Source: an optimization exercise on an open RTL-to-GDS flow (aim: small area, a short achievable clock period and few clock cycles per item). Production flows keep margins and buffers that such runs may drop. In this exercise RTL edits were held to simulation tests only and were not proved equivalent to the original. No activity file was given, so power comes from the tool's default toggle rates.

Setup of the reference run:
==> flow/design.v <==
module xlate_unit (
    input  wire        clk,
    input  wire        rst,      
    input  wire        start,    
    input  wire [31:0] rate,     
    output reg         ready,
    output reg         done,     
    output reg         err,      
    output wire [31:0] full,
    output wire [31:0] half
);
    localparam [29:0] NM1 = 30'd999999999;    
    localparam [30:0] NM2 = {NM1, 1'b0};
    reg        busy;         
    reg        ini;          
    reg [31:0] d;            
    reg [4:0]  cnt;          
    reg        nb;           
    reg [29:0] fq;           
    reg [29:0] hq;           
    assign full = {2'b00, fq};
    assign half = {3'b000, hq[28:0]};
    reg [4:0]  c0;
    reg        nb0;
    reg [29:0] r0;
    integer i;
    always @* begin
        c0  = 5'd0;
        nb0 = NM1[0];
        r0  = NM1 >> 1;
        for (i = 0; i < 30; i = i + 1)
            if (d[i]) begin
                c0  = 5'd29 - i;
                nb0 = NM1[29 - i];
                r0  = NM1 >> (30 - i);
            end
        if (d[30]) begin
            c0  = 5'd0;
            nb0 = NM1[0];
            r0  = NM1 >> 1;
        end
    end
    wire bad = d[31] | (d[30:0] == 31'd0);
    wire [30:0] rem_sh = {hq, nb};
    wire [30:0] diff;
    wire        fits;
    sub31 u_sub (.a(rem_sh), .b(d[30:0]), .diff(diff), .co(fits));
    wire        last   = (cnt == 5'd0);
    wire [28:0] hinc   = fq[28:0] + 29'd1;
    always @(posedge clk) begin
        if (~busy)
            d <= rate;
        if (ini) begin
            cnt <= c0;
            nb  <= nb0;
        end else begin
            cnt <= cnt - 5'd1;
            nb  <= NM2[cnt];
        end
    end
    always @(posedge clk) begin
        if (rst) begin
            busy  <= 1'b0;
            ready <= 1'b1;
            ini   <= 1'b0;
            done  <= 1'b0;
            fq    <= 30'd0;
            hq    <= 30'd0;
        end else begin
            done <= 1'b0;
            if (~busy) begin
                if (start) begin
                    busy  <= 1'b1;
                    ready <= 1'b0;
                    ini   <= 1'b1;
                end
            end else if (ini) begin
                ini <= 1'b0;
                if (bad) begin
                    busy  <= 1'b0;
                    ready <= 1'b1;
                    done  <= 1'b1;
                    err   <= 1'b1;
                end else begin
                    fq <= 30'd0;
                    hq <= r0;
                end
            end else if (last) begin
                hq    <= {1'b0, hinc};
                fq    <= fits ? {hinc, 1'b0} : {fq[28:0], 1'b1};
                busy  <= 1'b0;
                ready <= 1'b1;
                done  <= 1'b1;
                err   <= 1'b0;
            end else begin
                hq <= fits ? diff[29:0] : rem_sh[29:0];
                fq <= {fq[28:0], fits};
            end
        end
    end
endmodule
module sub31(input [30:0] a, input [30:0] b, output [30:0] diff, output co);
    wire [30:0] g = a & ~b;
    wire [30:0] p = a | ~b;
    wire [30:0] t = a ^ ~b;
    wire gl0 = g[0] | p[0];
    wire G0 = g[1] | (p[1] & gl0);
    wire G1 = g[3] | (p[3] & g[2]);
    wire P1 = p[3] & p[2];
    wire G2 = g[5] | (p[5] & g[4]);
    wire P2 = p[5] & p[4];
    wire G3 = g[7] | (p[7] & g[6]);
    wire P3 = p[7] & p[6];
    wire G4 = g[9] | (p[9] & g[8]);
    wire P4 = p[9] & p[8];
    wire G5 = g[11] | (p[11] & g[10]);
    wire P5 = p[11] & p[10];
    wire G6 = g[13] | (p[13] & g[12]);
    wire P6 = p[13] & p[12];
    wire G7 = g[15] | (p[15] & g[14]);
    wire P7 = p[15] & p[14];
    wire G8 = g[17] | (p[17] & g[16]);
    wire P8 = p[17] & p[16];
    wire G9 = g[19] | (p[19] & g[18]);
    wire P9 = p[19] & p[18];
    wire G10 = g[21] | (p[21] & g[20]);
    wire P10 = p[21] & p[20];
    wire G11 = g[23] | (p[23] & g[22]);
    wire P11 = p[23] & p[22];
    wire G12 = g[25] | (p[25] & g[24]);
    wire P12 = p[25] & p[24];
    wire G13 = g[27] | (p[27] & g[26]);
    wire P13 = p[27] & p[26];
    wire G14 = g[29] | (p[29] & g[28]);
    wire P14 = p[29] & p[28];
    wire G15 = G1 | (P1 & G0);
    wire G16 = G3 | (P3 & G2);
    wire P16 = P3 & P2;
    wire G17 = G5 | (P5 & G4);
    wire P17 = P5 & P4;
    wire G18 = G7 | (P7 & G6);
    wire P18 = P7 & P6;
    wire G19 = G9 | (P9 & G8);
    wire P19 = P9 & P8;
    wire G20 = G11 | (P11 & G10);
    wire P20 = P11 & P10;
    wire G21 = G13 | (P13 & G12);
    wire P21 = P13 & P12;
    wire G22 = G16 | (P16 & G15);
    wire G23 = G18 | (P18 & G17);
    wire P23 = P18 & P17;
    wire G24 = G20 | (P20 & G19);
    wire P24 = P20 & P19;
    wire G25 = G23 | (P23 & G22);
    wire G26 = G24 | (P24 & G25);
    wire G27 = G17 | (P17 & G22);
    wire G28 = G19 | (P19 & G25);
    wire G29 = G21 | (P21 & G26);
    wire G30 = G2 | (P2 & G15);
    wire G31 = G4 | (P4 & G22);
    wire G32 = G6 | (P6 & G27);
    wire G33 = G8 | (P8 & G25);
    wire G34 = G10 | (P10 & G28);
    wire G35 = G12 | (P12 & G26);
    wire G36 = G14 | (P14 & G29);
    wire G37 = g[2] | (p[2] & G0);
    wire G38 = g[4] | (p[4] & G15);
    wire G39 = g[6] | (p[6] & G30);
    wire G40 = g[8] | (p[8] & G22);
    wire G41 = g[10] | (p[10] & G31);
    wire G42 = g[12] | (p[12] & G27);
    wire G43 = g[14] | (p[14] & G32);
    wire G44 = g[16] | (p[16] & G25);
    wire G45 = g[18] | (p[18] & G33);
    wire G46 = g[20] | (p[20] & G28);
    wire G47 = g[22] | (p[22] & G34);
    wire G48 = g[24] | (p[24] & G26);
    wire G49 = g[26] | (p[26] & G35);
    wire G50 = g[28] | (p[28] & G29);
    wire G51 = g[30] | (p[30] & G36);
    assign diff[0] = ~t[0];
    assign diff[1] = t[1] ^ gl0;
    assign diff[2] = t[2] ^ G0;
    assign diff[3] = t[3] ^ G37;
    assign diff[4] = t[4] ^ G15;
    assign diff[5] = t[5] ^ G38;
    assign diff[6] = t[6] ^ G30;
    assign diff[7] = t[7] ^ G39;
    assign diff[8] = t[8] ^ G22;
    assign diff[9] = t[9] ^ G40;
    assign diff[10] = t[10] ^ G31;
    assign diff[11] = t[11] ^ G41;
    assign diff[12] = t[12] ^ G27;
    assign diff[13] = t[13] ^ G42;
    assign diff[14] = t[14] ^ G32;
    assign diff[15] = t[15] ^ G43;
    assign diff[16] = t[16] ^ G25;
    assign diff[17] = t[17] ^ G44;
    assign diff[18] = t[18] ^ G33;
    assign diff[19] = t[19] ^ G45;
    assign diff[20] = t[20] ^ G28;
    assign diff[21] = t[21] ^ G46;
    assign diff[22] = t[22] ^ G34;
    assign diff[23] = t[23] ^ G47;
    assign diff[24] = t[24] ^ G26;
    assign diff[25] = t[25] ^ G48;
    assign diff[26] = t[26] ^ G35;
    assign diff[27] = t[27] ^ G49;
    assign diff[28] = t[28] ^ G29;
    assign diff[29] = t[29] ^ G50;
    assign diff[30] = t[30] ^ G36;
    assign co = G51;
endmodule
export LEC_CHECK = 0
export CAP_MARGIN = 20
export CORE_MARGIN = 2
export CORE_UTILIZATION = 40
export SLEW_MARGIN = 20
create_clock -name core_clock -period 10.0 [get_ports {clk}]
standard.sh (not shown) runs the stock make flow with config.mk's settings and CLKGATE_MAP_FILE= SYNTH_SCRIPT=/design/flow/synth_recipe.tcl, a recipe that flattens the netlist after the stock synthesis.
==> flow/flow/run.sh <==
#!/bin/bash
set -euo pipefail
bash standard.sh \
  SETUP_SLACK_MARGIN=8.0 \
  BUFFER_PORTS_ARGS="-buffer_cell sky130_fd_sc_hd__buf_1" \
  finish > standard.log 2>&1
Testbench counts of the reference run, summed over its fixed seeds: cycles 53,932, items 3,200.
### the reference run -> the trial run
# the reference run
export LEC_CHECK = 0
export CAP_MARGIN = 20
export CORE_MARGIN = 2
export CORE_UTILIZATION = 40
export SLEW_MARGIN = 20
create_clock -name core_clock -period 10.0 [get_ports {clk}]
# the trial run
export LEC_CHECK = 0
export CAP_MARGIN = 20
export CORE_MARGIN = 2
export CORE_UTILIZATION = 65
export PLACE_DENSITY = 0.75
export SLEW_MARGIN = 20
create_clock -name core_clock -period 10.0 [get_ports {clk}]
==> flow/flow/run.sh <==
#!/bin/bash
# Standard ORFS layout (the standard.sh: unchanged synthesis, SDC and
# clock period), with two layout settings passed to make:
# - repair_timing aims for more setup slack than the clock needs, so the
#   achieved period shrinks;
# - ports are buffered with buf_2 cells instead of the default buffer.
set -euo pipefail
bash standard.sh \
  SETUP_SLACK_MARGIN=7.0 \
  BUFFER_PORTS_ARGS="-buffer_cell sky130_fd_sc_hd__buf_2" \
  finish > standard.log 2>&1
### Flow results
- The trial run vs. the reference run: final cell count without fillers went down by 12%.
- Taking the reference run as the reference point, the number of global-route vias before repair of the trial run falls by 8.6%.
- The reference run -> the trial run: die area decreased by more than a quarter
- On the trial run: fraction of power consumed by combinational cells is 3.4 points lower than what the reference run gave.

## afterwards: timing with drivers on the ports
The flow's constraints put no driver on any port. The routed layouts listed below were extracted and timed again, unchanged, in two steps.
Step 1, drivers: a clkbuf_16 drives clk and a buf_2 each remaining input, both assumed.
Step 2, shift: input delay + t, output delay - t, t = (earliest + latest rising clock arrival at the registers) / 2. This alone moves slack from input paths to output paths.
a / b / c = ideal ports / drivers / drivers and shift; a / b = the first two.
run	shift t [ns]	setup slack, ns	worst setup path at the end	worst register clock-pin slew, ns	pins driven straight from the clock port
the reference run	0.414	6.706 / 6.706 / 6.706	register to register	0.08 / 0.08	1
the trial run	0.401	6.636 / 6.636 / 6.627	input to register	0.08 / 0.08	1
After both steps every run listed still meets setup and hold. For the trial run, which loses most, drivers alone change the setup slack by 0.000 ns; drivers and shift together by -0.009 ns.
